From an optimization exercise on the open Yosys and OpenROAD flow, aimed at small area, a short achievable clock period and few clock cycles; shortcuts taken in it are not production practice.
In this exercise RTL edits were held to simulation tests only and were not proved equivalent to the original.
Power is estimated from default activity; no workload was simulated.

`config.mk`:
```
export PLATFORM = sky130hd
export DESIGN_NAME = pi_dma
export DESIGN_NICKNAME = pi_dma
export VERILOG_FILES = /design/flow/design.v
export SDC_FILE = /design/flow/constraint.sdc
export NUM_CORES = 4
export LEC_CHECK = 0
export CAP_MARGIN = 20
export CORE_MARGIN = 2
export CORE_UTILIZATION = 40
export SETUP_SLACK_MARGIN = 4.5
export SLEW_MARGIN = 20
```
`constraint.sdc`:
```
create_clock -name core_clock -period 8.0 [get_ports {clk}]
set_input_delay 1.6000 -clock core_clock [delete_from_list [all_inputs] [get_ports {clk}]]
set_output_delay 1.6000 -clock core_clock [all_outputs]
set_load 0.01 [all_outputs]
```
`design.v`:
```
module pi_dma (
    input  wire        clk,
    input  wire        rst,             
    input  wire        reg_valid,
    input  wire        reg_we,
    input  wire [3:0]  reg_idx,         
    input  wire [31:0] reg_wdata,
    output wire        reg_ready,
    output reg         reg_rvalid,
    output reg  [31:0] reg_rdata,
    output reg         irq_out,
    input  wire [31:0] image_size,
    output reg         sys_req,
    output reg         sys_we,
    output wire [19:0] sys_addr,
    output wire [63:0] sys_wdata,
    output wire [7:0]  sys_wstrb,
    input  wire        sys_gnt,
    input  wire        sys_rvalid,
    input  wire [63:0] sys_rdata,
    output reg         st_req,
    output reg         st_we,
    output wire [11:0] st_addr,
    output wire [63:0] st_wdata,
    output wire [7:0]  st_wstrb,
    input  wire        st_gnt,
    input  wire        st_rvalid,
    input  wire [63:0] st_rdata,
    output reg         im_req,
    output wire [24:0] im_addr,
    input  wire        im_gnt,
    input  wire        im_rvalid,
    input  wire [63:0] im_rdata
);
    reg [31:0] r_dram, r_cart, r_rdlen, r_wrlen;
    reg [31:0] r_rsv [0:7];             
    reg        busy;
    reg [1:0]  ph;                      
    assign reg_ready = !busy;
    wire take    = reg_valid && !busy;
    wire wr      = take && reg_we;
    wire trig    = wr && (reg_idx == 4'd2 || reg_idx == 4'd3);
    wire clr_all = wr && reg_idx == 4'd4 && reg_wdata[0];
    reg [28:0] isz_q;
    reg [24:0] room_q;
    wire [27:0] a28     = r_cart[27:0];
    wire        is_st   = a28[27];
    wire        is_rsv  = !a28[27] && a28[26] && a28[24];
    wire [29:0] im_diff = {1'b0, isz_q} - {2'b0, a28};
    wire        im_past = im_diff[29] || (im_diff[28:0] == 29'd0);
    wire [15:0] st_room = 16'h8000 - {1'b0, a28[14:0]};
    always @(posedge clk) begin
        isz_q  <= image_size[28:0];
        room_q <= is_st   ? {9'd0, st_room} :
                  is_rsv  ? 25'h1FFFFFF :
                  im_past ? 25'd0 :
                  (im_diff[28:25] != 4'd0) ? 25'h1FFFFFF : im_diff[24:0];
    end
    reg        dir;                     
    reg        copy;                    
    reg        s_sys, s_st, s_im;       
    reg [24:0] n_q;                     
    reg [2:0]  slo, dlo;                
    reg [2:0]  rot;                     
    reg [7:0]  psel;                    
    reg        late;                    
    reg [19:0] sysc;                    
    reg [24:0] cartc;                   
    reg [21:0] rrem;                    
    reg [1:0]  ri;                      
    reg        rq;                      
    reg        wp;                      
    reg [1:0]  ocnt;                    
    reg [1:0]  dcnt;                    
    reg        rd_all;                  
    reg        arr_first, emit_first, arr_done, emit_done;
    reg [63:0] cur;                     
    reg [63:0] wdata;
    reg [7:0]  wstrb;
    wire r_gnt = s_sys ? sys_gnt : s_st ? st_gnt : im_gnt;
    wire r_val = s_sys ? sys_rvalid : s_st ? st_rvalid : im_rvalid;
    wire [63:0] r_data = ({64{s_sys}} & sys_rdata) | ({64{s_st}} & st_rdata) |
                         ({64{s_im}} & im_rdata);
    wire w_gnt = dir ? sys_gnt : st_gnt;
    wire g      = rq && r_gnt;          
    wire w_done = wp && w_gnt;          
    wire w_free = !wp || w_gnt;
    wire [1:0]  ri_nx  = (ri == 2'd3) ? ri : ri + {1'b0, g};
    wire [21:0] len_a  = {1'b0, (dir ? r_wrlen[23:3] : r_rdlen[23:3])};
    wire [21:0] room_w = room_q[24:3];
    wire        len_ge = len_a >= room_w;                       
    wire [3:0]  k1     = 4'd8 - {1'b0, slo};                    
    wire        ph1_n1 = (room_q[24:4] != 21'd0 || room_q[3:0] > k1) &&
                         !(len_a == 22'd0 && slo == 3'd0);
    wire [4:0]  k2     = 5'd16 - {2'd0, slo};                   
    wire        ph2_n1 = (n_q[24:4] != 21'd0) || (n_q[3:0] > k1);
    wire        ph2_n2 = (n_q[24:5] != 20'd0) || (n_q[4:0] > k2);
    wire [21:0] ns_w   = ({19'd0, slo} + n_q + 25'd7) >> 3;     
    wire        need   = (ph == 2'd1) ? (ri_nx == 2'd0 || (ri_nx == 2'd1 && ph1_n1)) :
                         (ph == 2'd2) ? (ri_nx == 2'd0 || (ri_nx == 2'd1 && ph2_n1) ||
                                         (ri_nx == 2'd2 && ph2_n2)) :
                         (g ? (rrem != 22'd1) : (rrem != 22'd0));
    wire        arrive = busy && copy && r_val;
    wire        keep   = arrive && (dcnt == 2'd0);
    wire        absorb = keep && w_free;
    wire        drop   = keep && !w_free;
    wire        last_a = rd_all && (ocnt == 2'd1);
    wire [4:0]  nd_t   = {2'd0, dlo} + {2'd0, n_q[2:0]} + 5'd7;
    wire [4:0]  ns_t   = {2'd0, slo} + {2'd0, n_q[2:0]} + 5'd7;
    wire        flush_need = (nd_t[4:3] + {1'b0, late}) != ns_t[4:3];
    wire        em_arr = absorb && !(arr_first && late);
    wire        em_fl  = arr_done && !emit_done && flush_need && w_free;
    wire        emit   = em_arr || em_fl;
    wire        em_last = em_fl || (em_arr && last_a && !flush_need);
    wire [7:0]  fmask = 8'hFF << dlo;
    wire [2:0]  le    = dlo + n_q[2:0] - 3'd1;
    wire [7:0]  lmask = 8'hFF >> (3'd7 - le);
    wire [127:0] r_dd  = {r_data, r_data};
    wire [63:0]  r_rot = r_dd[8*rot +: 64];
    wire [63:0]  w_mix;
    genvar gb;
    generate
        for (gb = 0; gb < 8; gb = gb + 1) begin : g_lane
            assign w_mix[8*gb +: 8] = psel[gb] ? cur[8*gb +: 8] : r_rot[8*gb +: 8];
        end
    endgenerate
    wire fin = busy && (ph != 2'd1) &&
               (!copy || (emit_done && w_free && !emit)) &&
               (ocnt == 2'd0 || (ocnt == 2'd1 && r_val && !g));
    wire rq_nx = busy && !fin && copy && need && !drop &&
                 !(ocnt + {1'b0, g} - {1'b0, arrive} == 2'd2);
    wire wp_nx = emit || (wp && !w_gnt);
    assign sys_addr  = sysc;
    assign sys_wdata = wdata;
    assign sys_wstrb = wstrb;
    assign st_addr   = cartc[11:0];
    assign st_wdata  = wdata;
    assign st_wstrb  = wstrb;
    assign im_addr   = cartc;
    integer i;
    wire        zap = rst || clr_all;
    wire [31:0] wd  = zap ? 32'd0 : reg_wdata;
    wire        upd = busy && ph == 2'd2;
    always @(posedge clk) begin
        if (zap || (wr && reg_idx == 4'd0)) r_dram <= wd;
        else if (upd) r_dram <= r_dram + {7'd0, n_q};
        if (zap || (wr && reg_idx == 4'd1)) r_cart <= wd;
        else if (upd) r_cart <= r_cart + {7'd0, n_q};
        if (zap || (wr && reg_idx == 4'd2)) r_rdlen <= wd;
        if (zap || (wr && reg_idx == 4'd3)) r_wrlen <= wd;
        for (i = 0; i < 8; i = i + 1)
            if (zap || (wr && reg_idx == 4'd5 + i)) r_rsv[i] <= wd;
    end
    always @(posedge clk) begin
        case (reg_idx)
            4'd0:  reg_rdata <= r_dram;
            4'd1:  reg_rdata <= r_cart;
            4'd2:  reg_rdata <= r_rdlen;
            4'd3:  reg_rdata <= r_wrlen;
            4'd5:  reg_rdata <= r_rsv[0];
            4'd6:  reg_rdata <= r_rsv[1];
            4'd7:  reg_rdata <= r_rsv[2];
            4'd8:  reg_rdata <= r_rsv[3];
            4'd9:  reg_rdata <= r_rsv[4];
            4'd10: reg_rdata <= r_rsv[5];
            4'd11: reg_rdata <= r_rsv[6];
            4'd12: reg_rdata <= r_rsv[7];
            default: reg_rdata <= 32'd0;
        endcase
    end
    wire copy_c = is_st || (!is_rsv && !im_past && reg_idx[0]);
    always @(posedge clk) begin
        if (rst) begin
            busy <= 1'b0; ph <= 2'd0; irq_out <= 1'b0; reg_rvalid <= 1'b0;
            rq <= 1'b0; wp <= 1'b0; ocnt <= 2'd0; dcnt <= 2'd0; copy <= 1'b0;
            sys_req <= 1'b0; st_req <= 1'b0; im_req <= 1'b0;
        end else begin
            reg_rvalid <= take && !reg_we;
            if (wr && reg_idx == 4'd4 && reg_wdata[1]) irq_out <= 1'b0;
            if (trig) begin
                busy    <= 1'b1;
                ph      <= 2'd1;
                copy    <= copy_c;
                rq      <= copy_c;
                sys_req <= copy_c && !reg_idx[0];
                st_req  <= copy_c && reg_idx[0] && is_st;
                im_req  <= copy_c && reg_idx[0] && !is_st;
            end else if (busy) begin
                if (ph != 2'd3) ph <= ph + 2'd1;
                ocnt <= ocnt + {1'b0, g} - {1'b0, arrive};
                if (arrive && dcnt != 2'd0) dcnt <= dcnt - 2'd1;
                if (drop) dcnt <= ocnt - 2'd1 + {1'b0, g};
                rq      <= rq_nx;
                wp      <= wp_nx;
                sys_req <= dir ? wp_nx : rq_nx;
                st_req  <= dir ? (rq_nx && s_st) : wp_nx;
                im_req  <= rq_nx && s_im;
                if (fin) begin
                    busy    <= 1'b0;
                    ph      <= 2'd0;
                    irq_out <= 1'b1;
                end
            end
        end
    end
    always @(posedge clk) begin
        if (trig) begin
            dir    <= reg_idx[0];
            sys_we <= reg_idx[0];
            st_we  <= !reg_idx[0];
            s_sys  <= !reg_idx[0];
            s_st   <= reg_idx[0] && is_st;
            s_im   <= reg_idx[0] && !is_st;
            slo  <= reg_idx[0] ? r_cart[2:0] : r_dram[2:0];
            dlo  <= reg_idx[0] ? r_dram[2:0] : r_cart[2:0];
            rot  <= reg_idx[0] ? (r_cart[2:0] - r_dram[2:0]) : (r_dram[2:0] - r_cart[2:0]);
            psel <= reg_idx[0] ? (8'hFF >> (r_cart[2:0] - r_dram[2:0]))
                               : (8'hFF >> (r_dram[2:0] - r_cart[2:0]));
            if (r_cart[2:0] == r_dram[2:0]) psel <= 8'h00;
            late <= reg_idx[0] ? (r_cart[2:0] > r_dram[2:0]) : (r_dram[2:0] > r_cart[2:0]);
            sysc  <= r_dram[22:3];
            cartc <= is_st ? {13'd0, r_cart[14:3]} : r_cart[27:3];
            ri <= 2'd0;
            rd_all <= 1'b0;
            arr_first <= 1'b1; emit_first <= 1'b1; arr_done <= 1'b0; emit_done <= 1'b0;
        end else begin
            if (ph == 2'd1) n_q <= len_ge ? room_q : {len_a + 22'd1, 3'd0};
            ri <= ri_nx;
            if (ph == 2'd2) rrem <= ns_w - {20'd0, ri_nx};
            else if (drop) rrem <= rrem + {20'd0, ocnt};
            else rrem <= rrem - {21'd0, g};
            rd_all <= !drop && !need;
            if (!dir) begin
                if (drop) sysc <= sysc - {18'd0, ocnt};
                else if (g) sysc <= sysc + 20'd1;
                if (emit && !emit_first) cartc <= cartc + 25'd1;
            end else begin
                if (drop) cartc <= cartc - {23'd0, ocnt};
                else if (g) cartc <= cartc + 25'd1;
                if (emit && !emit_first) sysc <= sysc + 20'd1;
            end
            if (absorb) begin
                cur <= r_rot;
                arr_first <= 1'b0;
                if (last_a) arr_done <= 1'b1;
            end
            if (emit) begin
                wdata <= w_mix;
                wstrb <= (emit_first ? fmask : 8'hFF) & (em_last ? lmask : 8'hFF);
                emit_first <= 1'b0;
                if (em_last) emit_done <= 1'b1;
            end
        end
    end
endmodule
```
`run.sh`:
```
#!/bin/bash
# synth_recipe.tcl (not shown) runs the flow's synth.tcl, then flattens the netlist and writes it again
# the make line also repeats each setting of config.mk as NAME=value (left out here)
make -C /OpenROAD-flow-scripts/flow DESIGN_CONFIG=/design/flow/config.mk WORK_HOME=/design/flow/orfs CLKGATE_MAP_FILE= SYNTH_SCRIPT=/design/flow/synth_recipe.tcl finish
```
==> results of run 1 <==
## worst max-delay path by stage
stage | from | end | slack, ns | cells past startpoint
after floorplan | st_rvalid | rrem[20] | 2.95 | 18
after global placement | im_gnt | rrem[20] | 2.04 | 16
after detailed placement | im_gnt | rrem[20] | 2.00 | 16
after CTS | im_rvalid | rrem[20] | 3.58 | 18
after global routing | im_rvalid | rrem[20] | 3.43 | 17
final | im_rvalid | rrem[18] | 3.51 | 19
## registers in the layout, summed over array words and instances (netlist names), 2 cells and up
| register | count |
|---|---|
| sysc | 20 |
| wdata | 64 |
| r_wrlen | 32 |
| dlo | 3 |
| room_q | 25 |
| dcnt | 2 |
| isz_q | 29 |
| r_rdlen | 32 |
| reg_rdata | 32 |
| rrem | 22 |
| ph | 2 |
| rot | 3 |
| r_cart | 32 |
| ri | 2 |
| ocnt | 2 |
| psel | 8 |
| cur | 64 |
| slo | 3 |
| r_dram | 32 |
| n_q | 25 |
| cartc | 25 |
| wstrb | 8 |
| r_rsv | 256 |
## Yosys cell counts (46+ instances only)
cell and n:
edfxtp_1 634, nand2_1 332, o21ai_0 232, nor2_1 187
mux2_2 172, a21oi_1 170, ha_1 170, inv_1 165
clkbuf_1 147, dfxtp_1 108, xnor2_1 108, a221oi_1 99
a22o_1 98, nand3_1 94, buf_4 88, mux2i_1 83
nor3_1 72, xor2_1 69, a222oi_1 64, and2_1 53
a21o_1 46
## per-layer routing
metal  GRT usage  vias up  wire length [um]  part of all wire
met5           0        -                84           0.00051
met4      0.1242       14              7740             0.047
met3     0.06267      323             14450             0.088
met2      0.4820     1777             77380              0.47
met1      0.3673    17290             63940              0.39
li1            -    15600                 -                 -
## report_power, final
group | switching (uW) | internal (uW)
logic | 1400 | 1070
clock network | 1670 | 2290
registers | 228 | 4540
## per-stage QoR
step / setup WS (ns) / hold WS (ns) / cell area (um^2) / total power, uW / instances
floorplan: 2.946 / 0.4252 / 42180 / 6097 / 3782
global placement: 2.043 / 0.4458 / 48040 / 6888 / 5454
detailed placement: 1.998 / 0.4527 / 48040 / 6911 / 5454
CTS: 3.578 / 0.4753 / 52910 / 11070 / 5726
global route: 3.431 / 0.5230 / 54380 / 11590 / 5794
finish: 3.507 / 0.4890 / 54380 / 11200 / 5796
## timing repair
item,CTS,global route
endpoints found under the setup margin,981,574
hold buffers,0,0
buffers inserted,108,55
pin swaps,73,71
cloned,11,9
gates resized for setup,244,188
## layout make-up
class / count / area [um^2]
flip-flops and latches: 742 / 21200
clock inverters: 52 / 615.6
diodes: 5 / 12.51
clock buffers: 101 / 2216
inverters: 167 / 688.2
repair buffers: 746 / 7537
repair inverters: 1 / 11.26
fillers: 9045 / 49110
well taps: 1380 / 1727
multi-input cells: 2602 / 20370
## cells by family after synthesis
| kind of cell | count (synthesis) |
|---|---|
| DFF | 742 |
| buffers and inverters | 444 |
| xor gates and xnor gates | 178 |
| adders and majority gates | 179 |
| and+or+nand+nor | 996 |
| AOI/OAI and AO/OA | 988 |
| muxes | 255 |
## worst register-to-register path, cell delays in order (launching register included)
cell,delay (ns)
edfxtp_1,0.54
mux2i_4,0.33
a211oi_2,0.10
and4_1,0.21
buf_8,0.13
buf_8,0.12
a21o_1,0.20
ha_4,0.17
fa_2,0.35
a21o_1,0.18
a21oi_2,0.18
o21ai_2,0.08
a41o_1,0.24
o41ai_4,0.35
o21ai_2,0.11
buf_4,0.15
o22ai_2,0.13
xor2_1,0.24
mux2i_1,0.10
==> notes.md, run 1 <==
syn avg cell area -> 11.04 um^2
capturing point of the worst reg2reg path -> rrem[18]
status -> no timing/DRC/antenna violations
setup TNS -> 0 ns
# setup viols final -> 0
Max Freq -> 0.2226 GHz
Crit Path Class -> input port to flip-flop
post-synth net total -> 4231
I/O Buffers -> 507
drt initial violations -> 3598
CTS H-tree depth -> 3
EDFF count, synth -> 634
Reg2Reg Setup Slack -> 3.84 ns
gpl congestion -> 0.9290
top cell type by total area after synthesis -> edfxtp_1
GRT Total Usage -> 0.2910
fin util -> 0.5254
vias in the first global route -> 32700
final wirelength -> 163600 um
DIE AREA -> 107000 um^2
main combinational cell family by area after synthesis -> compound AO/OA/AOI/OAI gates
Initial Util -> 0.4033
Clock Latency Late Sink -> 0.67 ns
CP Launch Type -> input port
RSZ-0062 raised after global routing -> yes
DRT antenna net count -> 0
MaxCap Viol Count -> 0
detailed-route DRC error count -> 0
first-pass GRT wire length -> 228600 um
Die H -> 327.0 um
CP Data Required Time -> 8.41 ns
drt wl/cell -> 28.23 um
largest net degree at the start of global routing -> 66
Post-Synthesis Cell Area -> 41740 um^2
PD cells -> 206.0 nW/um^2
Core ar. -> 103500 um^2
die width -> 327.0 um
commonest non-fill, non-tap cells in the layout -> 634 x edfxtp_1, 492 x clkdlybuf4s50_1, 309 x nand2_1
worst path cell trace -> buf_6, mux2i_4, a211oi_2, and4_1, buf_8, buf_8, a21o_1, ha_4, fa_2, a21o_1, a21oi_2, o21ai_2, a41o_1, o41ai_4, o21ai_2, buf_4, o22ai_2, xor2_1, mux2i_1
Hold Crit Depth -> 2
drt first pass iters -> 6
period utilization -> 0.5616
ys flop type -> edfxtp_1
num rows -> 118
clock sinks -> 742
Hold WC Path Type -> flip-flop to flip-flop
worst path bufs/invs -> 4
share of layout cells above drive strength 1 -> 0.1918
Register-to-Register Path Depth -> 18
Synth top area share -> 0.4561
Seq cells post-synth -> 742
GR Overflow Total -> 0
post-synth cell types -> 97
nets -> 4792
adder-cell share of the synthesized area -> 0.05527
Final Skew -> 0.04878 ns
synth warn -> 2
Synth Area in Simple Gates -> 0.1168
slew margin rel. -> 0.3104
hold path start -> arr_done
CP Capture Type -> flip-flop
Bufs on Longest Clock Path -> 3
fraction of registers with async set or reset after synthesis -> 0
clk slew on worst S/H paths -> 0.06 ns
FF-to-FF Start -> s_st
final hold violations -> 0
CP peak stage delay -> 0.35 ns
DP HPWL -> 113300 um
Mapped Cells -> 3782
CP Max Fanout -> 4
I/O pin cnt -> 511
initial antenna violation count -> 11
root buffer cell -> clkbuf_16
Static Leak -> 0.02016 uW
CTS tree -> built
commonest non-fill, non-tap cell in the layout -> edfxtp_1
routed vias -> 35000
vias per cell -> 6.039
CP max-delay cell -> fa_2
multiplexer area fraction after synthesis -> 0.06630
Critical Path AT -> 4.90 ns
fin crit period -> 4.493 ns
Post-Synth XOR/XNOR Area -> 0.03780
CP delay by family, top -> compound AO/OA/AOI/OAI gates
top post-synthesis cells by area -> edfxtp_1 46%, dfxtp_1 5.2%, ha_1 5.1%
fin. max-slew vios -> 0
hold path endpoint -> arr_done
sequential fraction of the synthesis area -> 0.5079
area grow syn2layout -> 30.28%
complex-gate fraction of the synthesized area -> 0.1676
worst slew pin tran -> 1.027 ns
Max VDD drop -> 0.1516 mV
CTS Buf Count -> 83
Testbench counts, summed over its fixed seeds: cycles 10,758.
==> inputs of run 2 (changes only) <==
--- a/config.mk
+++ b/config.mk
@@ -8,5 +8,4 @@
 export CAP_MARGIN = 20
 export CORE_MARGIN = 2
 export CORE_UTILIZATION = 40
-export SETUP_SLACK_MARGIN = 4.5
 export SLEW_MARGIN = 20
==> run 2 against run 1 <==
  * Clock-buffer cell count is 10 higher
  * Largest power group unchanged
  * Hold slack worse by 0.011 ns
  * Still clean
  * Final area is 6.6% lower
  * Sequential power hardly changed
  * Via count is 3.9% lower
  * Setup slack worse by 1.9 ns
  * First-iteration DRC count is 5.7% higher
  * Global-route usage is 0.88 points lower
  * Utilization is 3.5 points lower
  * Total power is 2.8% lower
  * Area after synthesis stayed put
  * Sequential share of layout area is 2.7 points higher
==> notes.md, run 2 <==
Pwr Total -> 10890 uW (was 11200 uW)
worst slew pin tran -> 1.166 ns (was 1.027 ns)
Comb power frac -> 0.192 (was 0.221)
CP Max Fanout -> 7 (was 4)
top post-synthesis cells by area -> edfxtp_1 46%, dfxtp_1 5.2%, ha_1 5.1% (unchanged)
setup TNS -> 0 ns (unchanged)
vias in the first global route -> 32050 (was 32700)
CP max-delay cell -> clkdlybuf4s50_1 (was fa_2)
area grow syn2layout -> 21.70% (was 30.28%)
Clock Latency Late Sink -> 0.69 ns (was 0.67 ns)
Worst path depth -> 17 (was 19)
GR Layer Usage met1 -> 0.3557 (was 0.3673)
CTS Buf Count -> 83 (unchanged)
status -> no timing/DRC/antenna violations (unchanged)
Hold WC Path Type -> flip-flop to flip-flop (unchanged)
share of layout cells above drive strength 1 -> 0.1084 (was 0.1918)
drt first pass iters -> 9 (was 6)
Max VDD drop -> 0.1908 mV (was 0.1516 mV)
NetSw -> 3157 uW (was 3307 uW)
root buffer cell -> clkbuf_16 (unchanged)
clock sinks -> 742 (unchanged)
Seq cells post-synth -> 742 (unchanged)
fin util -> 0.4908 (was 0.5254)
RSZ-0062 raised after global routing -> no (was yes)
most common cell in the synthesized netlist -> edfxtp_1 (unchanged)
I/O pin cnt -> 511 (unchanged)
sequential power share -> 0.437 (was 0.425)
Crit Path Class -> input port to flip-flop (unchanged)
largest registers -> r_rsv (256), cur (64), wdata (64) (unchanged)
met3 usage in global routing -> 0.05377 (was 0.06267)
sequential fraction of the synthesis area -> 0.5079 (unchanged)
largest net degree at the start of global routing -> 73 (was 66)
commonest cells in the netlist -> 634 x edfxtp_1, 332 x nand2_1, 232 x o21ai_0 (unchanged)
drt initial violations -> 3804 (was 3598)
Post-Synthesis Cell Area -> 41740 um^2 (unchanged)
post-CTS setup buffer count -> 0 (was 108)
CP Launch Type -> input port (unchanged)
post_cts resized -> 0 (was 244)
drt wl/cell -> 27.60 um (was 28.23 um)
num rows -> 118 (unchanged)
global routing's busiest layer -> met2 (unchanged)
Hold Crit Depth -> 2 (unchanged)
PD cells -> 214.4 nW/um^2 (was 206.0 nW/um^2)
post-synth net total -> 4231 (unchanged)
Core ar. -> 103500 um^2 (unchanged)
Max Freq -> 0.1560 GHz (was 0.2226 GHz)
GRT Total Usage -> 0.2822 (was 0.2910)
clock power share -> 0.372 (was 0.354)
DRT antenna net count -> 0 (unchanged)
final std cells w/o fill -> 5637 (was 5796)
first-pass GRT wire length -> 221900 um (was 228600 um)
# setup viols final -> 0 (unchanged)
die width -> 327.0 um (unchanged)
vias per cell -> 5.970 (was 6.039)
Critical Path AT -> 6.82 ns (was 4.90 ns)
post-synth cell types -> 97 (unchanged)
CP Data Required Time -> 8.41 ns (about the same)
EDFF count, synth -> 634 (unchanged)
sw frac -> 0.2899 (was 0.2952)
DIE AREA -> 107000 um^2 (unchanged)
internal power -> 7733 uW (was 7896 uW)
CTS tree -> built (unchanged)
met2 GRT Util -> 0.4706 (was 0.4820)
Mapped Cells -> 3782 (unchanged)
MaxCap Viol Count -> 0 (unchanged)
initial antenna violation count -> 12 (was 11)
clk slew on worst S/H paths -> 0.07 ns (was 0.06 ns)
Register-to-Register Path Depth -> 17 (was 18)
nets -> 4630 (was 4792)
max FFs per register -> 256 (unchanged)
Placed Cells -> 5476 (was 5454)
Biggest register -> r_rsv (unchanged)
top cell type by total area after synthesis -> edfxtp_1 (unchanged)
Synth top area share -> 0.4561 (unchanged)
DP HPWL -> 115100 um (was 113300 um)
routed vias -> 33650 (was 35000)
worst path bufs/invs -> 1 (was 4)
commonest non-fill, non-tap cells in the layout -> 634 x edfxtp_1, 507 x clkdlybuf4s50_1, 332 x nand2_1 (was 634 x edfxtp_1, 492 x clkdlybuf4s50_1, 309 x nand2_1)
slew margin rel. -> 0.2174 (was 0.3104)
synth warn -> 2 (unchanged)
worst path cell trace -> clkdlybuf4s50_1, mux2i_1, a211oi_1, and4_1, nor2_1, a21o_1, ha_1, fa_1, a21o_1, a21oi_1, o21ai_0, a41o_1, o41ai_1, o21ai_0, o41ai_1, or4b_2, o211ai_1 (was buf_6, mux2i_4, a211oi_2, and4_1, buf_8, buf_8, a21o_1, ha_4, fa_2, a21o_1, a21oi_2, o21ai_2, a41o_1, o41ai_4, o21ai_2, buf_4, o22ai_2, xor2_1, mux2i_1)
final hold violations -> 0 (unchanged)
syn avg cell area -> 11.04 um^2 (unchanged)
period utilization -> 0.8014 (was 0.5616)
final wirelength -> 155600 um (was 163600 um)
detailed-route DRC error count -> 0 (unchanged)
CP peak stage delay -> 0.61 ns (was 0.35 ns)
gpl congestion -> 0.9475 (was 0.9290)
Die H -> 327.0 um (unchanged)
I/O Buffers -> 507 (unchanged)
fin crit period -> 6.411 ns (was 4.493 ns)
CTS H-tree depth -> 3 (unchanged)
Initial Util -> 0.4033 (unchanged)
GR Overflow Total -> 0 (unchanged)
Final Skew -> 0.05688 ns (was 0.04878 ns)
commonest non-fill, non-tap cell in the layout -> edfxtp_1 (unchanged)
CP delay by family, top -> compound AO/OA/AOI/OAI gates (unchanged)
fin. max-slew vios -> 0 (unchanged)
hold_buf cts -> 0 (unchanged)
Static Leak -> 0.01885 uW (was 0.02016 uW)
ys flop type -> edfxtp_1 (unchanged)
fraction of registers with async set or reset after synthesis -> 0 (unchanged)
CP Capture Type -> flip-flop (unchanged)
Bufs on Longest Clock Path -> 3 (unchanged)
run 2: cell count changes in the layout (fill, tap and decap cells not counted), moves of 15 or more:
cell	before	now
buf_4	168	84
buf_6	35	0
ha_1	140	170
o21ai_0	201	231
a21oi_1	147	170
ha_4	23	0
nand2_1	309	332
a21oi_2	23	4
inv_1	145	163
mux2i_1	67	83
clkdlybuf4s50_1	492	507
o21ai_1	20	5
run 2: power groups by stage:
stage                     combinational [uW]  sequential [uW]  clock, uW
final                                   2090             4760       4050
after CTS                               2060             4750       4100
after floorplan                         1310             4740          0
after global routing                    2270             4780       4250
after global placement                  2030             4830          0
after detailed placement                2050             4830          0
run 2: logic make-up (layout without fill, tap and decap cells):
kind of cell               Yosys count  count (layout)  share of synthesized area
buffers and inverters              444             914                    0.04841
muxes                              255             255                    0.06630
other                                0               5                          0
adders and majority gates          179             179                    0.05527
DFF                                742             742                     0.5079
xor gates and xnor gates           178             178                    0.03780
and+or+nand+nor                    996             996                     0.1168
AOI/OAI and AO/OA                  988             988                     0.1676
run 2: per-stage QoR:
| step | hold slack [ns] | setup slack [ns] | cell area, um^2 |
|---|---|---|---|
| CTS | 0.4806 | 1.767 | 50790 |
| floorplan | 0.4252 | 1.134 | 41740 |
| finish | 0.4783 | 1.589 | 50800 |
| detailed placement | 0.4596 | 1.066 | 47870 |
| global placement | 0.4521 | 1.154 | 47870 |
| global route | 0.5133 | 1.245 | 50790 |
run 2: area by class of cell:
cell class                 count  area, um^2
clock inverter                45       590.6
clock buffer                 111        2325
multi-input combinational   2596       18610
tap                         1380        1727
inverter                     167       629.4
sequential                   742       21200
timing repair buffer         591        5705
fill                        9274       52700
antenna                        5       12.51
run 2: final timing paths:
check	startpoint	endpoint	slack, ns
worst max-delay path	st_rvalid	rrem[20]	1.59
worst min-delay path	arr_first	arr_first	0.48
worst max register to register	s_st	rrem[20]	2.41
worst min register to register	arr_first	arr_first	0.48
run 2: metal layers:
layer  vias to the layer above  part of all wire
met5                         -           0.00075
met4                        18             0.046
met3                       304             0.082
met2                      1512              0.48
met1                     16590              0.40
li1                      15230                 -
run 2: worst register-to-register path, cell delays in order, from the launching register on:
cell and delay, ns:
edfxtp_1 0.35, buf_4 0.34, mux2i_1 0.25, a211oi_1 0.53, and4_1 0.32, nor2_1 0.14, a21o_1 0.22, ha_1 0.20
fa_1 0.42, a21o_1 0.18, a21oi_1 0.26, o21ai_0 0.19, a41o_1 0.30, o41ai_1 0.58, o21ai_0 0.34, o41ai_1 0.41
or4b_2 0.20, o211ai_1 0.08
==> inputs of run 3 (changes only) <==
--- a/design.v
+++ b/design.v
@@ -47,26 +47,27 @@
     wire        is_st   = a28[27];
     wire        is_rsv  = !a28[27] && a28[26] && a28[24];
     wire [29:0] im_diff = {1'b0, isz_q} - {2'b0, a28};
-    wire        im_past = im_diff[29] || (im_diff[28:0] == 29'd0);
     wire [15:0] st_room = 16'h8000 - {1'b0, a28[14:0]};
     always @(posedge clk) begin
         isz_q  <= image_size[28:0];
         room_q <= is_st   ? {9'd0, st_room} :
                   is_rsv  ? 25'h1FFFFFF :
-                  im_past ? 25'd0 :
+                  im_diff[29] ? 25'd0 :
                   (im_diff[28:25] != 4'd0) ? 25'h1FFFFFF : im_diff[24:0];
     end
     reg        dir;                     
     reg        copy;                    
     reg        s_sys, s_st, s_im;       
     reg [24:0] n_q;                     
+    reg [20:0] lenw;                    
     reg [2:0]  slo, dlo;                
     reg [2:0]  rot;                     
     reg [7:0]  psel;                    
     reg        late;                    
-    reg [19:0] sysc;                    
+    reg [20:0] sysc;                    
     reg [24:0] cartc;                   
     reg [21:0] rrem;                    
+    reg        gp;                      
     reg [1:0]  ri;                      
     reg        rq;                      
     reg        wp;                      
@@ -86,7 +87,7 @@
     wire w_done = wp && w_gnt;          
     wire w_free = !wp || w_gnt;
     wire [1:0]  ri_nx  = (ri == 2'd3) ? ri : ri + {1'b0, g};
-    wire [21:0] len_a  = {1'b0, (dir ? r_wrlen[23:3] : r_rdlen[23:3])};
+    wire [21:0] len_a  = {1'b0, lenw};
     wire [21:0] room_w = room_q[24:3];
     wire        len_ge = len_a >= room_w;                       
     wire [3:0]  k1     = 4'd8 - {1'b0, slo};                    
@@ -95,21 +96,37 @@
     wire [4:0]  k2     = 5'd16 - {2'd0, slo};                   
     wire        ph2_n1 = (n_q[24:4] != 21'd0) || (n_q[3:0] > k1);
     wire        ph2_n2 = (n_q[24:5] != 20'd0) || (n_q[4:0] > k2);
-    wire [21:0] ns_w   = ({19'd0, slo} + n_q + 25'd7) >> 3;     
-    wire        need   = (ph == 2'd1) ? (ri_nx == 2'd0 || (ri_nx == 2'd1 && ph1_n1)) :
-                         (ph == 2'd2) ? (ri_nx == 2'd0 || (ri_nx == 2'd1 && ph2_n1) ||
-                                         (ri_nx == 2'd2 && ph2_n2)) :
-                         (g ? (rrem != 22'd1) : (rrem != 22'd0));
-    wire        arrive = busy && copy && r_val;
+    wire [20:0] sysc_i  = sysc + 21'd1;
+    wire [24:0] cartc_i = cartc + 25'd1;
+    wire [5:0]  ns_k    = {3'd0, slo} + 6'd7 - {1'b0, ri, 3'd0};
+    wire [24:0] ns_s    = n_q + {{19{ns_k[5]}}, ns_k};
+    wire [21:0] rrem1   = rrem - 22'd1;
+    wire [21:0] rrem2   = rrem - 22'd2;
+    wire [21:0] reff    = gp ? rrem1 : rrem;
+    wire [21:0] reff1   = gp ? rrem2 : rrem1;
+    wire        nd0    = (ph == 2'd1) ? (ri == 2'd0 || (ri == 2'd1 && ph1_n1)) :
+                         (ph == 2'd2) ? (ri == 2'd0 || (ri == 2'd1 && ph2_n1) ||
+                                         (ri == 2'd2 && ph2_n2)) :
+                         (gp ? (rrem != 22'd1) : (rrem != 22'd0));
+    wire        nd1    = (ph == 2'd1) ? (ri == 2'd0 && ph1_n1) :
+                         (ph == 2'd2) ? ((ri == 2'd0 && ph2_n1) || (ri == 2'd1 && ph2_n2)) :
+                         (gp ? (rrem != 22'd2) : (rrem != 22'd1));
+    wire        need   = g ? nd1 : nd0;
+    wire        im_none = (ph == 2'd1) && s_im && (room_q == 25'd0);
+    wire        copy_e  = copy && !im_none;
+    wire        rv      = busy && r_val;
+    wire        arrive  = rv && copy;
     wire        keep   = arrive && (dcnt == 2'd0);
     wire        absorb = keep && w_free;
     wire        drop   = keep && !w_free;
     wire        last_a = rd_all && (ocnt == 2'd1);
     wire [4:0]  nd_t   = {2'd0, dlo} + {2'd0, n_q[2:0]} + 5'd7;
     wire [4:0]  ns_t   = {2'd0, slo} + {2'd0, n_q[2:0]} + 5'd7;
-    wire        flush_need = (nd_t[4:3] + {1'b0, late}) != ns_t[4:3];
+    wire        flush_c = (nd_t[4:3] + {1'b0, late}) != ns_t[4:3];
+    reg         flush_q;
+    wire        flush_need = (ph == 2'd2) ? flush_c : flush_q;
     wire        em_arr = absorb && !(arr_first && late);
-    wire        em_fl  = arr_done && !emit_done && flush_need && w_free;
+    wire        em_fl  = arr_done && !emit_done && flush_q && w_free;
     wire        emit   = em_arr || em_fl;
     wire        em_last = em_fl || (em_arr && last_a && !flush_need);
     wire [7:0]  fmask = 8'hFF << dlo;
@@ -127,10 +144,10 @@
     wire fin = busy && (ph != 2'd1) &&
                (!copy || (emit_done && w_free && !emit)) &&
                (ocnt == 2'd0 || (ocnt == 2'd1 && r_val && !g));
-    wire rq_nx = busy && !fin && copy && need && !drop &&
-                 !(ocnt + {1'b0, g} - {1'b0, arrive} == 2'd2);
+    wire oc_full = (ocnt == 2'd2) ? (g == rv) : ((ocnt == 2'd1) && g && !rv);
+    wire rq_nx = busy && !fin && copy_e && need && !drop && !oc_full;
     wire wp_nx = emit || (wp && !w_gnt);
-    assign sys_addr  = sysc;
+    assign sys_addr  = sysc[19:0];
     assign sys_wdata = wdata;
     assign sys_wstrb = wstrb;
     assign st_addr   = cartc[11:0];
@@ -168,7 +185,7 @@
             default: reg_rdata <= 32'd0;
         endcase
     end
-    wire copy_c = is_st || (!is_rsv && !im_past && reg_idx[0]);
+    wire copy_c = is_st || (!is_rsv && reg_idx[0]);
     always @(posedge clk) begin
         if (rst) begin
             busy <= 1'b0; ph <= 2'd0; irq_out <= 1'b0; reg_rvalid <= 1'b0;
@@ -187,7 +204,8 @@
                 im_req  <= copy_c && reg_idx[0] && !is_st;
             end else if (busy) begin
                 if (ph != 2'd3) ph <= ph + 2'd1;
-                ocnt <= ocnt + {1'b0, g} - {1'b0, arrive};
+                ocnt <= ocnt + {1'b0, g} - {1'b0, rv};
+                if (im_none) copy <= 1'b0;
                 if (arrive && dcnt != 2'd0) dcnt <= dcnt - 2'd1;
                 if (drop) dcnt <= ocnt - 2'd1 + {1'b0, g};
                 rq      <= rq_nx;
@@ -206,8 +224,9 @@
     always @(posedge clk) begin
         if (trig) begin
             dir    <= reg_idx[0];
-            sys_we <= reg_idx[0];
-            st_we  <= !reg_idx[0];
+            lenw   <= reg_wdata[23:3];
+            sys_we <= reg_idx == 4'd3;
+            st_we  <= reg_idx == 4'd2;
             s_sys  <= !reg_idx[0];
             s_st   <= reg_idx[0] && is_st;
             s_im   <= reg_idx[0] && !is_st;
@@ -218,7 +237,7 @@
                                : (8'hFF >> (r_dram[2:0] - r_cart[2:0]));
             if (r_cart[2:0] == r_dram[2:0]) psel <= 8'h00;
             late <= reg_idx[0] ? (r_cart[2:0] > r_dram[2:0]) : (r_dram[2:0] > r_cart[2:0]);
-            sysc  <= r_dram[22:3];
+            sysc  <= {1'b0, r_dram[22:3]};
             cartc <= is_st ? {13'd0, r_cart[14:3]} : r_cart[27:3];
             ri <= 2'd0;
             rd_all <= 1'b0;
@@ -226,18 +245,25 @@
         end else begin
             if (ph == 2'd1) n_q <= len_ge ? room_q : {len_a + 22'd1, 3'd0};
             ri <= ri_nx;
-            if (ph == 2'd2) rrem <= ns_w - {20'd0, ri_nx};
-            else if (drop) rrem <= rrem + {20'd0, ocnt};
-            else rrem <= rrem - {21'd0, g};
+            if (ph == 2'd2) begin
+                rrem    <= ns_s[24:3];
+                gp      <= g;
+                flush_q <= flush_c;
+            end else begin
+                gp <= 1'b0;
+                if (drop) rrem <= reff + {20'd0, ocnt};
+                else if (g) rrem <= reff1;
+                else rrem <= reff;
+            end
             rd_all <= !drop && !need;
             if (!dir) begin
-                if (drop) sysc <= sysc - {18'd0, ocnt};
-                else if (g) sysc <= sysc + 20'd1;
-                if (emit && !emit_first) cartc <= cartc + 25'd1;
+                if (drop) sysc <= sysc - {19'd0, ocnt};
+                else if (g) sysc <= sysc_i;
+                if (emit && !emit_first) cartc <= cartc_i;
             end else begin
                 if (drop) cartc <= cartc - {23'd0, ocnt};
-                else if (g) cartc <= cartc + 25'd1;
-                if (emit && !emit_first) sysc <= sysc + 20'd1;
+                else if (g) cartc <= cartc_i;
+                if (emit && !emit_first) sysc <= sysc_i;
             end
             if (absorb) begin
                 cur <= r_rot;
--- a/config.mk
+++ b/config.mk
@@ -8,4 +8,5 @@
 export CAP_MARGIN = 20
 export CORE_MARGIN = 2
 export CORE_UTILIZATION = 40
+export SETUP_SLACK_MARGIN = 5
 export SLEW_MARGIN = 20
==> run 3 against run 2 <==
  * Cell count increased by 7.9%
  * Synthesized cell count fell by 1.7%
  * Clock-buffer cell count increased by 7
  * Register-to-register slack improved by 2.0 ns
  * Highest routed layer unchanged
==> notes.md, run 3 <==
die width -> 327.6 um (was 327.0 um)
gpl congestion -> 0.9122 (was 0.9475)
post-synth cell types -> 91 (was 97)
detailed-route DRC error count -> 0 (unchanged)
commonest non-fill, non-tap cells in the layout -> 659 x edfxtp_1, 383 x buf_4, 296 x nand2_1 (was 634 x edfxtp_1, 507 x clkdlybuf4s50_1, 332 x nand2_1)
Post-Synthesis Cell Area -> 41900 um^2 (was 41740 um^2)
DRT antenna net count -> 0 (unchanged)
post-synth net total -> 4169 (was 4231)
Clock Latency Late Sink -> 0.68 ns (was 0.69 ns)
max FFs per register -> 256 (unchanged)
drt initial violations -> 4165 (was 3804)
commonest non-fill, non-tap cell in the layout -> edfxtp_1 (unchanged)
top cell type by total area after synthesis -> edfxtp_1 (unchanged)
final hold violations -> 0 (unchanged)
slew margin rel. -> 0.1408 (was 0.2174)
Core ar. -> 103600 um^2 (was 103500 um^2)
nets -> 5063 (was 4630)
register area -> 21950 um^2 (was 21200 um^2)
PD cells -> 191.0 nW/um^2 (was 214.4 nW/um^2)
clock sinks -> 767 (was 742)
ys flop type -> edfxtp_1 (unchanged)
status -> no timing/DRC/antenna violations (unchanged)
Max Freq -> 0.2784 GHz (was 0.1560 GHz)
drt wl/cell -> 27.63 um (was 27.60 um)
Crit Path Class -> flip-flop to flip-flop (was input port to flip-flop)
final std cells w/o fill -> 6082 (was 5637)
routed vias -> 36440 (was 33650)
setup TNS -> 0 ns (unchanged)
most common cell in the synthesized netlist -> edfxtp_1 (unchanged)
area grow syn2layout -> 41.42% (was 21.70%)
fraction of registers with async set or reset after synthesis -> 0 (unchanged)
Max VDD drop -> 0.1698 mV (was 0.1908 mV)
I/O pin cnt -> 511 (unchanged)
RSZ-0062 raised after global routing -> yes (was no)
I/O Buffers -> 507 (unchanged)
root buffer cell -> clkbuf_16 (unchanged)
num rows -> 118 (unchanged)
worst slew pin tran -> 1.289 ns (was 1.166 ns)
Final Hold Slack -> 0.4843 ns (was 0.4783 ns)
top post-synthesis cells by area -> edfxtp_1 47%, ha_1 5.2%, dfxtp_1 5.2% (was edfxtp_1 46%, dfxtp_1 5.2%, ha_1 5.1%)
CTS H-tree depth -> 3 (unchanged)
initial antenna violation count -> 26 (was 12)
CP Launch Type -> flip-flop (was input port)
GR Overflow Total -> 0 (unchanged)
DIE AREA -> 107300 um^2 (was 107000 um^2)
Placed Cells -> 5384 (was 5476)
vias per cell -> 5.991 (was 5.970)
DP HPWL -> 105700 um (was 115100 um)
Pwr Total -> 11320 uW (was 10890 uW)
Fill cells -> 8527 (was 9274)
CTS tree -> built (unchanged)
share of layout cells above drive strength 1 -> 0.3086 (was 0.1084)
synth warn -> 2 (unchanged)
Synth top area share -> 0.4723 (was 0.4561)
final wirelength -> 168000 um (was 155600 um)
GRT Total Usage -> 0.2931 (was 0.2822)
fin. max-slew vios -> 0 (unchanged)
largest net degree at the start of global routing -> 68 (was 73)
Final WS setup -> 4.407 ns (was 1.589 ns)
Initial Util -> 0.4042 (was 0.4033)
Die H -> 327.6 um (was 327.0 um)
period utilization -> 0.4491 (was 0.8014)
Mapped Cells -> 3718 (was 3782)
syn avg cell area -> 11.27 um^2 (was 11.04 um^2)
sequential fraction of the synthesis area -> 0.5239 (was 0.5079)
# setup viols final -> 0 (unchanged)
CP Capture Type -> flip-flop (unchanged)
area taken by multi-input logic gates -> 21510 um^2 (was 18610 um^2)
fin crit period -> 3.593 ns (was 6.411 ns)
CP Data Required Time -> 8.38 ns (was 8.41 ns)
Seq cells post-synth -> 767 (was 742)
Static Leak -> 0.02326 uW (was 0.01885 uW)
Biggest register -> r_rsv (unchanged)
commonest cells in the netlist -> 659 x edfxtp_1, 332 x nand2_1, 214 x o21ai_0 (was 634 x edfxtp_1, 332 x nand2_1, 232 x o21ai_0)
Hold WC Path Type -> flip-flop to flip-flop (unchanged)
drt first pass iters -> 11 (was 9)
MaxCap Viol Count -> 0 (unchanged)
EDFF count, synth -> 659 (was 634)
Bufs on Longest Clock Path -> 3 (unchanged)
CP Max Fanout -> 3 (was 7)
vias in the first global route -> 33370 (was 32050)
Critical Path AT -> 3.98 ns (was 6.82 ns)
pre-CTS setup slack -> 2.473 ns (was 1.066 ns)
CTS Buf Count -> 83 (unchanged)
Final Skew -> 0.03450 ns (was 0.05688 ns)
first-pass GRT wire length -> 230900 um (was 221900 um)
clk slew on worst S/H paths -> 0.06 ns (was 0.07 ns)
hold_buf cts -> 0 (unchanged)
largest registers -> r_rsv (256), cur (64), wdata (64) (unchanged)
run 3: cell count changes after synthesis, moves of 13 or more:
cell,before,now
a21oi_1,170,188
clkbuf_1,147,164
nor2_1,187,161
xor2_1,69,88
nand4_1,42,29
o21ai_0,232,214
mux2i_1,83,60
edfxtp_1,634,659
inv_1,165,141
run 3: per-layer routing:
layer,routed length [um],global-route usage,vias up
met5,60,0,-
met4,8471,0.1274,10
met3,14750,0.05187,423
met2,77760,0.4716,1995
met1,66970,0.3884,17990
li1,-,-,16020
run 3: worst max-delay path, cell delays in order (launching register included):
cell and delay [ns]:
edfxtp_1 0.43, inv_2 0.15, ha_4 0.16, or3b_4 0.38, or4_4 0.42, a222oi_1 0.32
buf_4 0.19, nand4_4 0.12, buf_4 0.18, buf_6 0.12, nor3_4 0.21, nor4b_4 0.07
a211o_1 0.24, o21ai_2 0.06, xor2_1 0.15, a21oi_1 0.10
run 3: cells by family after synthesis:
| group | count (synthesis) | synth area share |
|---|---|---|
| compound gates | 946 | 0.1584 |
| buf+inv | 420 | 0.04683 |
| xor+xnor | 204 | 0.04264 |
| flops | 767 | 0.5239 |
| mux | 227 | 0.05922 |
| simple gates | 970 | 0.1128 |
| fa+ha+maj | 184 | 0.05620 |
run 3: path summary, 6_finish.rpt:
path	cells after the start	slack (ns)	end	from
worst max-delay path	15	4.41	rrem[12]	rrem[2]
worst min-delay path	2	0.48	arr_first	arr_first
worst max register to register	15	4.41	rrem[12]	rrem[2]
worst min register to register	2	0.48	arr_first	arr_first
run 3: layout make-up:
class                   count  area share
repair inverters            1   0.0001056
inverters                 143     0.01028
clock inverters            38    0.006567
diodes                     19   0.0008024
clock buffers             118     0.03951
flip-flops and latches    767      0.3705
well taps                1380     0.02914
repair buffers           1077      0.1800
multi-input cells        2539      0.3631
run 3: report_power, final:
part / total [uW] / switching (uW) / leakage (uW) / internal (uW)
logic: 2570 / 1400 / 0.0146 / 1170
registers: 4860 / 214 / 0.00738 / 4650
clock network: 3880 / 1690 / 0.00132 / 2200
total: 11300 / 3300 / 0.0233 / 8020
run 3: through the flow:
stage               utilization  instance area, um^2
floorplan                     -                42310
global placement         0.4630                47990
detailed placement       0.4630                47990
CTS                      0.5366                55610
global route             0.5714                59220
finish                   0.5717                59250
run 3: what timing repair did:
| item | in CTS | in global routing |
|---|---|---|
| setup buffers | 348 | 136 |
| gates cloned | 23 | 16 |
| pin swaps | 197 | 289 |
| gates resized for setup | 1109 | 666 |
| setup endpoints to repair | 1536 | 865 |
Testbench counts of run 3, summed over its fixed seeds: cycles 10,758.
==> inputs of run 4 (changes only) <==
==> flow/run.sh (new file) <==
#!/bin/bash
# Standard layout (the standard.sh, unchanged synthesis), with one change:
# the port buffers that global placement inserts on every input and output
# are sky130_fd_sc_hd__buf_2 instead of the tool's default pick.
set -euo pipefail
export BUFFER_PORTS_ARGS="-buffer_cell sky130_fd_sc_hd__buf_2"
bash standard.sh > standard_make.log 2>&1
==> standard.sh (new file) <==
#!/bin/bash
# synth_recipe.tcl (not shown) runs the flow's synth.tcl, then flattens the netlist and writes it again
# the make line also repeats each setting of config.mk as NAME=value (left out here)
make -C /OpenROAD-flow-scripts/flow DESIGN_CONFIG=/design/flow/config.mk WORK_HOME=/design/flow/orfs CLKGATE_MAP_FILE= SYNTH_SCRIPT=/design/flow/synth_recipe.tcl "${@:-finish}"
--- a/config.mk
+++ b/config.mk
@@ -10,3 +10,4 @@
 export CORE_UTILIZATION = 40
 export SETUP_SLACK_MARGIN = 5
 export SLEW_MARGIN = 20
+export TNS_END_PERCENT = 10
removed: run.sh
==> run 4 against run 3 <==
  * Still clean
  * Clock power rose by 2%
  * Routed wire length fell by 7.0%
  * Global-route usage fell by 1.5 points
  * Critical path depth fell by 2
  * Clock-buffer cell count fell by 5
  * Combinational power fell by 13%
  * Cell count fell by 4.8%
  * Register-to-register slack improved by 0.03 ns
  * Via count fell by 4.6%
  * Critical path type unchanged
==> notes.md, run 4 <==
met3 usage in global routing -> 0.05483 (was 0.05187)
EDFF count, synth -> 659 (unchanged)
Final Hold Slack -> 0.4561 ns (was 0.4843 ns)
hold path start -> arr_done (was arr_first)
met2 GRT Util -> 0.4318 (was 0.4716)
area grow syn2layout -> 24.02% (was 41.42%)
commonest non-fill, non-tap cells in the layout -> 659 x edfxtp_1, 501 x buf_2, 317 x nand2_1 (was 659 x edfxtp_1, 383 x buf_4, 296 x nand2_1)
Max VDD drop -> 0.1699 mV (was 0.1698 mV)
routed vias -> 34750 (was 36440)
CP Launch Type -> flip-flop (unchanged)
GRT Total Usage -> 0.2782 (was 0.2931)
Post-Synth XOR/XNOR Area -> 0.04264 (unchanged)
sequential fraction of the synthesis area -> 0.5239 (unchanged)
Bufs on Longest Clock Path -> 3 (unchanged)
root buffer cell -> clkbuf_16 (unchanged)
adder-cell share of the synthesized area -> 0.05620 (unchanged)
largest net degree at the start of global routing -> 73 (was 68)
share of layout cells above drive strength 1 -> 0.3126 (was 0.3086)
Hold Crit Depth -> 1 (was 2)
fin crit period -> 3.564 ns (was 3.593 ns)
CP Max Fanout -> 4 (was 3)
clk slew on worst S/H paths -> 0.06 ns (about the same)
most common cell in the synthesized netlist -> edfxtp_1 (unchanged)
FF-to-FF Start -> rrem[2] (unchanged)
Biggest register -> r_rsv (unchanged)
I/O pin cnt -> 511 (unchanged)
RSZ-0062 raised after global routing -> yes (unchanged)
Initial Util -> 0.4042 (unchanged)
clock sinks -> 767 (unchanged)
GR Layer Usage met1 -> 0.3779 (was 0.3884)
Clock Latency Late Sink -> 0.69 ns (was 0.68 ns)
CTS tree -> built (unchanged)
vias per cell -> 5.998 (was 5.991)
drt initial violations -> 4340 (was 4165)
pre-CTS setup slack -> 2.877 ns (was 2.473 ns)
syn avg cell area -> 11.27 um^2 (unchanged)
commonest non-fill, non-tap cell in the layout -> edfxtp_1 (unchanged)
design area -> 51960 um^2 (was 59250 um^2)
vias in the first global route -> 32120 (was 33370)
fin. max-slew vios -> 0 (unchanged)
worst slew pin tran -> 1.014 ns (was 1.289 ns)
post-synth net total -> 4169 (unchanged)
CTS Buf Count -> 87 (was 83)
Mapped Cells -> 3718 (unchanged)
hold_buf cts -> 0 (unchanged)
commonest cells in the netlist -> 659 x edfxtp_1, 332 x nand2_1, 214 x o21ai_0 (unchanged)
Max Freq -> 0.2806 GHz (was 0.2784 GHz)
capturing point of the worst reg2reg path -> rrem[20] (was rrem[12])
multiplexer area fraction after synthesis -> 0.05922 (unchanged)
Critical Path AT -> 3.98 ns (about the same)
DRT antenna net count -> 0 (unchanged)
Final WS setup -> 4.436 ns (was 4.407 ns)
num rows -> 118 (unchanged)
Fill cells -> 9252 (was 8527)
detailed-route DRC error count -> 0 (unchanged)
# setup viols final -> 0 (unchanged)
final hold violations -> 0 (unchanged)
die width -> 327.6 um (unchanged)
post-synth cell types -> 91 (unchanged)
CTS H-tree depth -> 3 (unchanged)
setup TNS -> 0 ns (unchanged)
Seq cells post-synth -> 767 (unchanged)
gpl congestion -> 0.9350 (was 0.9122)
CP Data Required Time -> 8.42 ns (was 8.38 ns)
register area -> 21960 um^2 (was 21950 um^2)
global routing's busiest layer -> met2 (unchanged)
slew margin rel. -> 0.3193 (was 0.1408)
Post-Synthesis Cell Area -> 41900 um^2 (unchanged)
I/O Buffers -> 507 (unchanged)
top cell type by total area after synthesis -> edfxtp_1 (unchanged)
nets -> 4787 (was 5063)
synth warn -> 2 (unchanged)
fraction of registers with async set or reset after synthesis -> 0 (unchanged)
DP HPWL -> 103300 um (was 105700 um)
CP Capture Type -> flip-flop (unchanged)
Reg2Reg Setup Slack -> 4.44 ns (was 4.41 ns)
fin util -> 0.5014 (was 0.5717)
drt first pass iters -> 14 (was 11)
Core ar. -> 103600 um^2 (unchanged)
area taken by multi-input logic gates -> 19700 um^2 (was 21510 um^2)
Hold WC Path Type -> flip-flop to flip-flop (unchanged)
MaxCap Viol Count -> 0 (unchanged)
max FFs per register -> 256 (unchanged)
first-pass GRT wire length -> 220200 um (was 230900 um)
Register-to-Register Path Depth -> 13 (was 15)
ys flop type -> edfxtp_1 (unchanged)
drt wl/cell -> 26.96 um (was 27.63 um)
Synth Area in Simple Gates -> 0.1128 (unchanged)
complex-gate fraction of the synthesized area -> 0.1584 (unchanged)
Placed Instance Area -> 45350 um^2 (was 47990 um^2)
Crit Path Class -> flip-flop to flip-flop (unchanged)
status -> no timing/DRC/antenna violations (unchanged)
final wirelength -> 156200 um (was 168000 um)
GR Overflow Total -> 0 (unchanged)
period utilization -> 0.4455 (was 0.4491)
top post-synthesis cells by area -> edfxtp_1 47%, ha_1 5.2%, dfxtp_1 5.2% (unchanged)
largest registers -> r_rsv (256), cur (64), wdata (64) (unchanged)
main combinational cell family by area after synthesis -> compound AO/OA/AOI/OAI gates (unchanged)
PD cells -> 213.0 nW/um^2 (was 191.0 nW/um^2)
hold path endpoint -> arr_done (was arr_first)
initial antenna violation count -> 13 (was 26)
Final Skew -> 0.02766 ns (was 0.03450 ns)
Synth top area share -> 0.4723 (unchanged)
DIE AREA -> 107300 um^2 (unchanged)
Static Leak -> 0.02005 uW (was 0.02326 uW)
Die H -> 327.6 um (unchanged)
==> run 4: cell count changes in the layout (fill, tap and decap cells not counted), sizes merged, moves of 14 or more <==
| cell | change |
|---|---|
| dlygate4sd2 | -102 |
| buf | +167 |
| clkbuf | -32 |
| diode | -14 |
| dlymetal6s2s | -69 |
| clkdlybuf4s50 | -147 |
| clkdlybuf4s15 | -99 |
==> run 4: layout make-up <==
class                   instances  share of cell area
multi-input cells            2537              0.3790
flip-flops and latches        767              0.4225
well taps                    1380             0.03323
inverters                     143             0.01146
clock inverters                48            0.008740
repair inverters                2           0.0003371
diodes                          5           0.0002408
repair buffers                798             0.09930
clock buffers                 113             0.04515
==> run 4: routing by layer <==
| metal | part of all wire | wire [um] | vias up |
|---|---|---|---|
| met2 | 0.45 | 70440 | 1772 |
| met4 | 0.046 | 7167 | 12 |
| li1 | - | - | 15420 |
| met3 | 0.092 | 14420 | 351 |
| met5 | 0.00052 | 81 | - |
| met1 | 0.41 | 64080 | 17190 |
==> run 4: per-stage QoR <==
step | total power [uW] | std cells
after CTS | 10940 | 5698
after detailed placement | 6698 | 5388
after global routing | 11470 | 5792
after floorplan | 6085 | 3718
after global placement | 6679 | 5387
final | 11070 | 5793
==> run 4: logic make-up (layout without fill, tap and decap cells) <==
family,after synthesis,after routing
other,0,5
AO/OA/AOI/OAI,946,948
AND/OR/NAND/NOR,970,974
XOR/XNOR,204,204
multiplexers,227,227
buffers and inverters,420,1104
flip-flops,767,767
adder cells (fa/ha/maj),184,184
==> run 4: repair_timing <==
action,in CTS,in global routing
cloned,9,5
setup buffers,140,85
gates resized for setup,262,169
pin swaps,79,94
setup endpoints to repair,1044,907
==> run 4: how the worst max path moves through the flow <==
| stage | start | endpoint | slack, ns | cells past startpoint |
|---|---|---|---|---|
| floorplan | st_rvalid | wstrb[3] | 3.24 | 7 |
| global placement | st_rvalid | sysc[13] | 2.84 | 11 |
| detailed placement | st_rvalid | sysc[13] | 2.88 | 11 |
| CTS | rrem[2] | rrem[18] | 4.47 | 12 |
| global route | rrem[12] | rrem[18] | 4.28 | 12 |
| finish | rrem[2] | rrem[20] | 4.44 | 13 |
==> run 4: report_power, final <==
part | switching, uW | leakage, uW | total [uW] | internal (uW)
sequential | 224 | 0.00738 | 4870 | 4650
clock | 1720 | 0.00136 | 3970 | 2250
combinational | 1280 | 0.0113 | 2230 | 953
==> run 4: critical path, stage by stage, from the launching register on <==
cell      delay [ns]
edfxtp_1        0.44
buf_6           0.15
or4_4           0.52
or3_1           0.38
a222oi_1        0.35
buf_4           0.19
nand4_4         0.09
or3_4           0.40
buf_4           0.16
nor3_4          0.13
o31a_1          0.17
o21ai_1         0.07
xnor2_1         0.16
o21ai_0         0.09
==> inputs of run 5 (changes only) <==
--- a/design.v
+++ b/design.v
@@ -64,7 +64,7 @@
     reg [2:0]  rot;                     
     reg [7:0]  psel;                    
     reg        late;                    
-    reg [20:0] sysc;                    
+    reg [19:0] sysc;                    
     reg [24:0] cartc;                   
     reg [21:0] rrem;                    
     reg        gp;                      
@@ -96,14 +96,10 @@
     wire [4:0]  k2     = 5'd16 - {2'd0, slo};                   
     wire        ph2_n1 = (n_q[24:4] != 21'd0) || (n_q[3:0] > k1);
     wire        ph2_n2 = (n_q[24:5] != 20'd0) || (n_q[4:0] > k2);
-    wire [20:0] sysc_i  = sysc + 21'd1;
+    wire [19:0] sysc_i  = sysc + 20'd1;
     wire [24:0] cartc_i = cartc + 25'd1;
     wire [5:0]  ns_k    = {3'd0, slo} + 6'd7 - {1'b0, ri, 3'd0};
     wire [24:0] ns_s    = n_q + {{19{ns_k[5]}}, ns_k};
-    wire [21:0] rrem1   = rrem - 22'd1;
-    wire [21:0] rrem2   = rrem - 22'd2;
-    wire [21:0] reff    = gp ? rrem1 : rrem;
-    wire [21:0] reff1   = gp ? rrem2 : rrem1;
     wire        nd0    = (ph == 2'd1) ? (ri == 2'd0 || (ri == 2'd1 && ph1_n1)) :
                          (ph == 2'd2) ? (ri == 2'd0 || (ri == 2'd1 && ph2_n1) ||
                                          (ri == 2'd2 && ph2_n2)) :
@@ -237,7 +233,8 @@
                                : (8'hFF >> (r_dram[2:0] - r_cart[2:0]));
             if (r_cart[2:0] == r_dram[2:0]) psel <= 8'h00;
             late <= reg_idx[0] ? (r_cart[2:0] > r_dram[2:0]) : (r_dram[2:0] > r_cart[2:0]);
-            sysc  <= {1'b0, r_dram[22:3]};
+            sysc  <= r_dram[22:3];
+            gp    <= 1'b0;
             cartc <= is_st ? {13'd0, r_cart[14:3]} : r_cart[27:3];
             ri <= 2'd0;
             rd_all <= 1'b0;
@@ -250,14 +247,12 @@
                 gp      <= g;
                 flush_q <= flush_c;
             end else begin
-                gp <= 1'b0;
-                if (drop) rrem <= reff + {20'd0, ocnt};
-                else if (g) rrem <= reff1;
-                else rrem <= reff;
+                if (drop) rrem <= rrem + {20'd0, ocnt};
+                else if (g) rrem <= rrem - 22'd1;
             end
             rd_all <= !drop && !need;
             if (!dir) begin
-                if (drop) sysc <= sysc - {19'd0, ocnt};
+                if (drop) sysc <= sysc - {18'd0, ocnt};
                 else if (g) sysc <= sysc_i;
                 if (emit && !emit_first) cartc <= cartc_i;
             end else begin
==> run 5 against run 4 <==
  * Hold slack lost 0.0044 ns
  * Final area is 3.2% lower
  * Area after synthesis fell by 2.2%
  * Total power fell by 2.4%
  * Utilization decreased by 0.71 points
  * Cell count is 3.5% lower
  * Synthesized cell count decreased by 3.8%
  * First-iteration DRC count decreased by 26%
  * Clock skew increased by 0.021 ns
  * Sequential cell count unchanged
  * Sequential power decreased by 2%
  * Sequential share of layout area rose by 1.4 points
==> notes.md, run 5 <==
Critical Path AT -> 4.21 ns (was 3.98 ns)
DIE AREA -> 105100 um^2 (was 107300 um^2)
Register-to-Register Path Depth -> 10 (was 13)
CTS H-tree depth -> 3 (unchanged)
GRT Total Usage -> 0.2836 (was 0.2782)
ys flop type -> edfxtp_1 (unchanged)
Clock Latency Late Sink -> 0.71 ns (was 0.69 ns)
commonest non-fill, non-tap cell in the layout -> edfxtp_1 (unchanged)
drt initial violations -> 3197 (was 4340)
CP Data Required Time -> 8.55 ns (was 8.42 ns)
vias per cell -> 5.847 (was 5.998)
hold path start -> irq_out (was arr_done)
FF-to-FF Start -> r_cart[25] (was rrem[2])
fin util -> 0.4943 (was 0.5014)
most common cell in the synthesized netlist -> edfxtp_1 (unchanged)
Static Leak -> 0.01945 uW (was 0.02005 uW)
Max VDD drop -> 0.1926 mV (was 0.1699 mV)
CP Max Fanout -> 8 (was 4)
Post-Synthesis Cell Area -> 40990 um^2 (was 41900 um^2)
hold_buf cts -> 0 (unchanged)
Final Skew -> 0.04885 ns (was 0.02766 ns)
setup TNS -> 0 ns (unchanged)
DRT antenna net count -> 0 (unchanged)
Core ar. -> 101700 um^2 (was 103600 um^2)
commonest non-fill, non-tap cells in the layout -> 658 x edfxtp_1, 507 x buf_2, 308 x nand2_1 (was 659 x edfxtp_1, 501 x buf_2, 317 x nand2_1)
first-pass GRT wire length -> 214100 um (was 220200 um)
CTS Buf Count -> 86 (was 87)
Biggest register -> r_rsv (unchanged)
Hold WC Path Type -> flip-flop to flip-flop (unchanged)
Initial Util -> 0.4029 (was 0.4042)
detailed-route DRC error count -> 0 (unchanged)
num rows -> 117 (was 118)
period utilization -> 0.4582 (was 0.4455)
status -> no timing/DRC/antenna violations (unchanged)
die width -> 324.1 um (was 327.6 um)
post-synth net total -> 4023 (was 4169)
initial antenna violation count -> 21 (was 13)
fraction of registers with async set or reset after synthesis -> 0 (unchanged)
clk slew on worst S/H paths -> 0.06 ns (about the same)
CTS tree -> built (unchanged)
Synth top area share -> 0.4820 (was 0.4723)
GR Overflow Total -> 0 (unchanged)
drt wl/cell -> 27.61 um (was 26.96 um)
EDFF count, synth -> 658 (was 659)
nets -> 4592 (was 4787)
area taken by multi-input logic gates -> 18600 um^2 (was 19700 um^2)
post-synth cell types -> 89 (was 91)
Crit Path Class -> flip-flop to flip-flop (unchanged)
I/O pin cnt -> 511 (unchanged)
final wirelength -> 154400 um (was 156200 um)
fin crit period -> 3.666 ns (was 3.564 ns)
# setup viols final -> 0 (unchanged)
worst slew pin tran -> 1.178 ns (was 1.014 ns)
capturing point of the worst reg2reg path -> room_q[7] (was rrem[20])
MaxCap Viol Count -> 0 (unchanged)
CP Capture Type -> flip-flop (unchanged)
CP Launch Type -> flip-flop (unchanged)
vias in the first global route -> 30700 (was 32120)
Pwr Total -> 10800 uW (was 11070 uW)
commonest cells in the netlist -> 658 x edfxtp_1, 322 x nand2_1, 169 x ha_1 (was 659 x edfxtp_1, 332 x nand2_1, 214 x o21ai_0)
root buffer cell -> clkbuf_16 (unchanged)
Die H -> 324.1 um (was 327.6 um)
register area -> 21940 um^2 (was 21960 um^2)
PD cells -> 214.7 nW/um^2 (was 213.0 nW/um^2)
hold path endpoint -> irq_out (was arr_done)
Hold Crit Depth -> 2 (was 1)
max FFs per register -> 256 (unchanged)
syn avg cell area -> 11.46 um^2 (was 11.27 um^2)
largest registers -> r_rsv (256), cur (64), wdata (64) (unchanged)
area grow syn2layout -> 22.68% (was 24.02%)
slew margin rel. -> 0.2149 (was 0.3193)
top post-synthesis cells by area -> edfxtp_1 48%, dfxtp_1 5.3%, ha_1 5.2% (was edfxtp_1 47%, ha_1 5.2%, dfxtp_1 5.2%)
routed vias -> 32700 (was 34750)
final hold violations -> 0 (unchanged)
DP HPWL -> 105600 um (was 103300 um)
Reg2Reg Setup Slack -> 4.33 ns (was 4.44 ns)
fin. max-slew vios -> 0 (unchanged)
I/O Buffers -> 507 (unchanged)
RSZ-0062 raised after global routing -> yes (unchanged)
top cell type by total area after synthesis -> edfxtp_1 (unchanged)
Bufs on Longest Clock Path -> 3 (unchanged)
Max Freq -> 0.2728 GHz (was 0.2806 GHz)
share of layout cells above drive strength 1 -> 0.2993 (was 0.3126)
Fill cells -> 9132 (was 9252)
clock sinks -> 767 (unchanged)
Seq cells post-synth -> 767 (unchanged)
largest net degree at the start of global routing -> 70 (was 73)
sequential fraction of the synthesis area -> 0.5353 (was 0.5239)
Mapped Cells -> 3576 (was 3718)
gpl congestion -> 0.9474 (was 0.9350)
synth warn -> 2 (unchanged)
drt first pass iters -> 8 (was 14)
[run 5: metrics by stage]
stage / cell area (um^2) / cells / hold WS, ns / setup WS [ns]
after detailed placement: 44550 / 5245 / 0.4432 / 2.788
after global placement: 44540 / 5244 / 0.4388 / 2.891
after floorplan: 41220 / 3576 / 0.4259 / 3.943
after CTS: 48450 / 5463 / 0.4566 / 4.380
final: 50290 / 5593 / 0.4518 / 4.334
after global routing: 50280 / 5588 / 0.4709 / 4.321
[run 5: per-layer routing]
layer	GRT usage	wire, um
met4	0.1820	10100
met3	0.06949	12340
met5	0	172
met1	0.3235	57150
met2	0.4757	74660
[run 5: cell families (layout without fill, tap and decap cells)]
group | Yosys count | count (layout) | share of synthesized area
AO/OA/AOI/OAI | 903 | 905 | 0.1551
XOR/XNOR | 196 | 196 | 0.04188
adder cells (fa/ha/maj) | 181 | 181 | 0.05647
buffers and inverters | 411 | 1045 | 0.04591
flip-flops | 767 | 767 | 0.5353
multiplexers | 233 | 233 | 0.06193
other | 0 | 8 | 0
AND/OR/NAND/NOR | 885 | 890 | 0.1035
[run 5: area by class of cell]
type / count / area share
antenna: 8 / 0.0003981
clock buffer: 123 / 0.04837
clock inverter: 37 / 0.009703
inverter: 145 / 0.01140
multi-input combinational: 2405 / 0.3699
sequential: 767 / 0.4363
tap: 1368 / 0.03404
timing repair buffer: 740 / 0.08989
[run 5: power by group]
group          internal, uW  leakage (uW)  switching, uW
logic                   790        0.0107           1110
registers              4610       0.00736            180
clock network          2370       0.00142           1740
total                  7770        0.0195           3030
[run 5: worst max path at each step]
stage                     startpoint          to  slack (ns)  cells after the start
after detailed placement  reg_idx[0]  r_cart[28]        2.79                      5
after floorplan            im_rvalid    wstrb[1]        3.94                      7
after CTS                 r_cart[25]   room_q[8]        4.38                     10
final                     r_cart[25]   room_q[7]        4.33                     10
after global routing       r_cart[0]   room_q[3]        4.32                     12
after global placement    reg_idx[0]  r_cart[28]        2.89                      5
[run 5: worst max-delay path, stage by stage (launching register included)]
cell and delay, ns:
edfxtp_1 0.66, inv_1 0.26, ha_1 0.46, a21o_1 0.21, a31oi_2 0.19, o41ai_1 0.11, or3b_4 0.42, xor2_2 0.16
or4b_4 0.54, and2_4 0.21, a221o_1 0.27
[run 5: timing repair]
action                                   CTS  global route
pin swaps                                 30            91
gates cloned                               7             2
setup buffers                             51           113
endpoints found under the setup margin  1208           704
gates resized for setup                  100           197
Testbench counts of run 5, summed over its fixed seeds: cycles 10,758.

[afterwards: timing with drivers on the ports]
The results above use ideal ports. As a check the final layouts listed here were re-extracted and re-timed, cells and wires unchanged. Step 1, drivers: a clkbuf_16 drives clk and a buf_2 each remaining input, both assumed. Step 2, shift: input delay + t, output delay - t, t = (earliest + latest rising clock arrival at the registers) / 2. This alone moves slack from input paths to output paths. a / b / c = no drivers / after step 1 / after step 2; a / b = the first two.
run | shift t [ns] | slack for setup (ns)
run 1 | 0.730 | 3.507 / 3.542 / 2.811
run 2 | 0.734 | 1.589 / 1.629 / 0.895
run 3 | 0.737 | 4.407 / 4.407 / 3.745
run 4 | 0.744 | 4.436 / 4.436 / 3.773
run 5 | 0.764 | 4.334 / 4.334 / 3.812
After both steps every run listed still meets setup and hold.
